From an optimization exercise on the open Yosys and OpenROAD flow, aimed at small area; shortcuts taken in it are not production practice.
Only simulation tests tie the RTL to the original design; equivalence was not proved.
Power is estimated from default activity; no workload was simulated.

== v38 ==
// b1c_interleaver
module b1c_interleaver (
    input  wire clk,
    input  wire rst,
    input  wire in_valid,
    output wire in_ready,
    input  wire in_bit,
    output wire out_valid,
    input  wire out_ready,
    output wire out_bit
);
Size in the first run: about 1,800 flip-flops, ~0.037 mm² of cells after synthesis.
export LEC_CHECK = 0
export CAP_MARGIN = 20
export CORE_MARGIN = 2
export CORE_UTILIZATION = 40
export CTS_CLUSTER_DIAMETER = 100
export CTS_CLUSTER_SIZE = 30
export SLEW_MARGIN = 20
create_clock -name core_clock -period 10.0 [get_ports {clk}]
run.sh (not shown) runs the stock make flow with config.mk's settings and CLKGATE_MAP_FILE= SYNTH_SCRIPT=/design/flow/synth_recipe.tcl, a recipe that flattens the netlist after the stock synthesis.
What v35 does differently from v38 at the input level:
- a deleted CTS_CLUSTER_SIZE that had been 30
- a deleted CTS_CLUSTER_DIAMETER that had been 100
==> comparison <==
v35 vs. v38: number of standard cells in the final layout excluding fillers saw an increase; sequential cell area share saw a decrease.
Diff v38..v35 | total placed instance area | unchanged
v38 → v35: global-route usage went up, number of ordinary and repair buffers in the finished layout did not really move.

========
run 1:
Another version of the RTL of b1c_interleaver (not shown whole).
Size in the first run: roughly 1700 flip-flops, roughly 8 I/O pins, about 35000 sq um of cells after synthesis.
Settings: LEC_CHECK=0, CAP_MARGIN=20, CORE_MARGIN=2, CORE_UTILIZATION=60, CTS_BUF_LIST=sky130_fd_sc_hd__clkbuf_8, CTS_CLUSTER_DIAMETER=80, CTS_CLUSTER_SIZE=18, PLACE_DENSITY=0.7, SLEW_MARGIN=20; clock period 10.0 ns.
Edits applied to the flow inputs when going from run 1 to run 2:
# run 1
export LEC_CHECK = 0
export CAP_MARGIN = 20
export CORE_MARGIN = 2
export CORE_UTILIZATION = 60
export CTS_BUF_LIST = sky130_fd_sc_hd__clkbuf_8
export CTS_CLUSTER_DIAMETER = 80
export CTS_CLUSTER_SIZE = 18
export PLACE_DENSITY = 0.7
export SLEW_MARGIN = 20
create_clock -name core_clock -period 10.0 [get_ports {clk}]
# run 2
export LEC_CHECK = 0
export CAP_MARGIN = 20
export CORE_MARGIN = 2
export CORE_UTILIZATION = 40
export CTS_CLUSTER_DIAMETER = 100
export CTS_CLUSTER_SIZE = 30
export SLEW_MARGIN = 20
create_clock -name core_clock -period 10.0 [get_ports {clk}]
Findings:
In the flow results for run 1 and run 2, the time the worst path needs with I/O delays and setup is larger on run 2.
Changes observed in run 2 relative to run 1: worst setup slack moved down, post-route non-filler standard cell count moved up, relative area change from synthesis to final layout moved up, power moved up.
Input-level comparison between run 3 and run 2:
# run 2
export LEC_CHECK = 0
export CAP_MARGIN = 20
export CORE_MARGIN = 2
export CORE_UTILIZATION = 40
export CTS_CLUSTER_DIAMETER = 100
export CTS_CLUSTER_SIZE = 30
export SLEW_MARGIN = 20
create_clock -name core_clock -period 10.0 [get_ports {clk}]
# run 3
export LEC_CHECK = 0
export CAP_MARGIN = 20
export CORE_MARGIN = 2
export CORE_UTILIZATION = 60
export PLACE_DENSITY = 0.7
export SLEW_MARGIN = 20
create_clock -name core_clock -period 10.0 [get_ports {clk}]
==> flow/flow/run.sh (new file) <==
#!/bin/bash
# The standard layout (standard.sh: ORFS from synthesis to the final layout),
# with only the clock-tree synthesis arguments changed: small clock buffers
# (clkbuf_4), sink clusters of at most 12 flip-flops within 40 um, and no
# dummy loads, to spend less cell area on the clock tree.
set -euo pipefail
export CTS_ARGS="-sink_clustering_enable -repair_clock_nets -dont_use_dummy_load -buf_list {sky130_fd_sc_hd__clkbuf_4} -sink_clustering_size 12 -sink_clustering_max_diameter 40"
bash standard.sh finish > standard_flow.log 2>&1
==> flow/standard.sh (new file) <==
#!/bin/bash
# synth_recipe.tcl (not shown) runs the flow's synth.tcl, then flattens the netlist and writes it again
# the make line also repeats each setting of config.mk as NAME=value (left out here)
make -C /OpenROAD-flow-scripts/flow DESIGN_CONFIG=/design/flow/config.mk WORK_HOME=/design/flow/orfs CLKGATE_MAP_FILE= SYNTH_SCRIPT=/design/flow/synth_recipe.tcl "${@:-finish}"
removed: flow/run.sh
--- outcome ---
The fmax of run 3 falls short of that of run 2 by 8.5 MHz. The global-route met2 utilization in run 3 was higher than what run 2 gave. Relative to run 2, the switching component of the power of run 3 is lower by 3.7%. Detailed placer's ending HPWL on run 3 is down relative to run 2. | measured slew at the worst slew-check pin | run 3 vs run 2 | 0.11 ns higher |. Number of global-route vias before repair (lower): run 2. The run showing the greater worst hold slack is run 2. | global-route wire length before repair | run 3 vs run 2 | better |.
Here is what was changed in the inputs of run 4 compared with run 3.
==> flow/flow/run.sh <==
#!/bin/bash
# The standard layout (standard.sh: ORFS from synthesis to the final layout),
# with only the clock-tree synthesis arguments changed: buf_4 clock buffers,
# sink clusters of at most 13 flip-flops within 40 um, and no dummy loads, to
# spend less cell area on the clock tree.
set -euo pipefail
export CTS_ARGS="-sink_clustering_enable -repair_clock_nets -dont_use_dummy_load -buf_list {sky130_fd_sc_hd__buf_4} -sink_clustering_size 13 -sink_clustering_max_diameter 40"
bash standard.sh finish > standard_flow.log 2>&1
==> run summary <==
Run 4 completed end to end with timing, DRC and antenna clean.
Diff run 3 -> run 4 | signal arrival time at the worst endpoint | decrease of 0.13 ns
Switching share of power of run 3 is on par with run 4.
Status: met1 layer usage reported by global route parity (run 3, run 4)
Run 4 vs. run 3: met3 routed wirelength went up 36 um, total internal power went up about 0.36%, final layout net count went down 0.44%.
Sequential share of layout area (run 4 over run 3): increase, 0.19 points
Run 4 and run 3 ended up with nearly the same total wirelength of the detailed-routed design.
There was hardly any difference in final core area utilization between run 3 and run 4.
For the period utilization, run 4 came in 1.3 points lower than run 3 did.
Of run 4 and run 3, the lower total power divided by cell area belongs to run 3.

## separate check: timing with driven ports
The results above use ideal ports. As a check the final layouts listed here were re-extracted and re-timed, cells and wires unchanged.
Step 1, drivers: a clkbuf_16 drives clk and a buf_2 each remaining input, both assumed.
Step 2 moves the port delays by t, midway between the first and last clock arrival at a register: inputs arrive t later, outputs are due t later. That takes back most of the time a late clock gives input paths.
Three values: no drivers, after step 1, after step 2; two values: the first two.
run | t, ns | setup WS [ns] | hold slack, ns | worst setup path at the end | worst data-port slew with drivers (ns)
v38 | 0.684 | 5.037 / 5.037 / 5.037 | 0.313 / 0.313 / 0.313 | register to register | 0.04
v35 | 0.768 | 5.046 / 5.046 / 5.046 | 0.305 / 0.305 / 0.305 | register to register | 0.04
run 1 | 0.733 | 5.397 / 5.345 / 5.798 | 0.325 / 0.325 / 0.325 | input to register | 0.05
run 2 | 0.673 | 5.351 / 5.292 / 5.709 | 0.316 / 0.316 / 0.316 | input to register | 0.06
run 3 | 0.998 | 5.160 / 5.107 / 5.811 | 0.275 / 0.275 / 0.275 | input to register | 0.05
run 4 | 0.845 | 5.289 / 5.244 / 5.823 | 0.270 / 0.270 / 0.270 | input to register | 0.06
After both steps every run listed still meets setup and hold.
